From an optimization exercise on the open Yosys and OpenROAD flow, aimed at a short achievable clock period and few clock cycles; shortcuts taken in it are not production practice.
Where RTL was checked, it was by simulation tests only, not by an equivalence proof against the original.
Power and IR drop assume default switching activity.

==> run a <==
## risc_core
module risc_core (
    input  wire        clk,
    input  wire        rst,
    output wire [15:0] imem_addr,
    input  wire [31:0] imem_rdata,
    output wire [15:0] dmem_addr,
    output wire        dmem_we,
    output wire [31:0] dmem_wdata,
    input  wire [31:0] dmem_rdata,
    input  wire [31:0] in_data,
    output wire        in_pop,
    output wire        out_valid,
    output wire [31:0] out_data,
    output wire        halted,
    output wire [2:0]  trap_cause,
    output wire [31:0] trap_info,
    output wire [31:0] pc_out,
    input  wire [4:0]  dbg_addr,
    output wire [31:0] dbg_data
);
clock: 13.5 ns
lec_check: 0
abc_clock_period_in_ps: 4000
cap_margin: 20
core_margin: 2
core_utilization: 40
slew_margin: 20
standard.sh (not shown) runs the stock make flow with config.mk's settings and CLKGATE_MAP_FILE= SYNTH_SCRIPT=/design/flow/synth_recipe.tcl, a recipe that flattens the netlist after the stock synthesis.
==> flow/flow/run.sh <==
#!/bin/bash
set -euo pipefail
bash standard.sh SETUP_SLACK_MARGIN=6.3 TNS_END_PERCENT=20 finish > standard.log 2>&1
==> run b (differences from run a) <==
--- a/flow/design.v
+++ b/flow/design.v
@@ -71,26 +71,28 @@
     reg [1:0]  st;
     reg [31:0] ra, rb;
     reg        rem_sel, neg_q, neg_r;
     reg [31:0] r, q;
     reg [31:0] d;       
     reg [33:0] d3;      
     reg [4:0]  cnt;     
     function [5:0] clz32(input [31:0] x);
-        integer i;
-        reg     found;
+        reg [31:0] v;
+        reg [5:0]  n;
         begin
-            clz32 = 6'd32;
-            found = 1'b0;
-            for (i = 31; i >= 0; i = i - 1)
-                if (!found && x[i]) begin
-                    clz32 = 31 - i;
-                    found = 1'b1;
-                end
+            v = x;
+            n = 6'd0;
+            if (v[31:16] == 16'd0) begin n = n + 6'd16; v = {v[15:0], 16'd0}; end
+            if (v[31:24] == 8'd0)  begin n = n + 6'd8;  v = {v[23:0], 8'd0};  end
+            if (v[31:28] == 4'd0)  begin n = n + 6'd4;  v = {v[27:0], 4'd0};  end
+            if (v[31:30] == 2'd0)  begin n = n + 6'd2;  v = {v[29:0], 2'd0};  end
+            if (v[31] == 1'b0)     begin n = n + 6'd1;  v = {v[30:0], 1'd0};  end
+            if (v[31] == 1'b0)     n = n + 6'd1;
+            clz32 = n;
         end
     endfunction
     wire [31:0] aa  = ra[31] ? -ra : ra;
     wire [31:0] ab  = rb[31] ? -rb : rb;
     wire [33:0] ab3 = {2'b00, ab} + {1'b0, ab, 1'b0};
     wire [5:0]  za  = clz32(aa);
     wire [5:0]  zb  = clz32(ab);
     wire        early = (za > zb);
@@ -514,16 +516,17 @@
     end
     wire wr_now = go && wr_a && rd != 5'd0;
     wire wr_any = go && (wr_a || (d_lw && !l_oor) || d_mul || (d_div && !div0));
     always @(posedge clk) begin
         if (rst) begin
             l1_v  <= 1'b0;
             l2_v  <= 1'b0;
             m_v   <= 1'b0;
+            m2_v  <= 1'b0;
             dwe   <= 1'b0;
             ov_r  <= 1'b0;
         end else begin
             l1_v  <= go && d_lw && !l_oor && rd != 5'd0;
             l2_v  <= l1_v && !(wr_any && rd == l1_rd);
             m_v   <= go && d_mul && rd != 5'd0;
             m2_v  <= m_v && !(wr_any && rd == m_rd);
             dwe   <= go && d_sw && !s_oor;
==> results.txt <==
Run b reached the layout checks and failed them: capacitance limit, slew limit. Run a went through all stages and came out clean.
Sequential power: run a is smaller than run b (about 1%).
Die area: run b is lower than run a (about 1.1%).
Of run a and run b, run a has the higher count of clock-buffer cells in the layout (gap 16).
Between run b and run a, the lower worst hold slack is in run b (gap 0.0038 ns).
Flip-flop and latch count is the same in run a and run b.
Between run b and run a, the lower clock power is in run a (gap about 2%, measured against run a).
Against run b, the clock skew of run a is higher by 0.040 ns.
==> figures <==
|  | run b | run a |
|---|---|---|
| Run status | failed layout checks | complete, no violations |
| Violated checks | capacitance limit, slew limit | - |
| Average cell area after synthesis | 8.75 µm² | 8.85 µm² |
| Adder-cell area share of the yosys netlist | 11.5% | 11.3% |
| Combinational logic power | 46.2 mW | 30.2 mW |
| Total placed instance area | 149000 µm² | 151000 µm² |
| Static Leakage | 66.6 nW | 64.1 nW |
| Number of clock buffers inserted by TritonCTS | 193 | 192 |
| Share of the synthesized netlist area taken by xor and xnor gates | 3.99% | 3.80% |
| Combinational share of power | 79.1% | 71.6% |
| Die extent in y | 597 µm | 600 µm |
| Max-cap viol count | 1 | 0 |
| Post-Synthesis Cell Area | 141000 µm² | 142000 µm² |
| Min cycle time layout | 8.27 ns | 8.07 ns |
| Source of the worst hold timing path | m_rd[2]$_DFF_P_ | m_rd[3]$_DFF_P_ |
| Longest individual stage delay on the worst path | 0.65 ns | 0.55 ns |
| Fin nets | 17600 | 17200 |
Testbench counts of run b, summed over its fixed seeds: cycles 145,830.
Function not checked in run a: the RTL went through the layout flow alone.

-- port drivers added, routing unchanged --
How much do the figures lean on ideal ports? The routed layouts below were timed once more, with nothing changed but the port constraints. Step 1 assumes that a clkbuf_16 drives the clock port and a buf_2 every other input. Step 2 moves the port delays by t, midway between the first and last clock arrival at a register: inputs arrive t later, outputs are due t later. That takes back most of the time a late clock gives input paths. Slacks: no drivers / after step 1 / after step 2; pairs: no drivers / after step 1.
run | t, ns | slack for setup (ns) | worst data-port slew with drivers (ns)
run a | 1.079 | 5.434 / 5.002 / 3.923 | 0.99
run b | 1.043 | 5.228 / 4.951 / 3.908 | 0.63
The setup slack of run a, which loses most, moves by -0.432 ns with the drivers and by -1.511 ns with both steps.
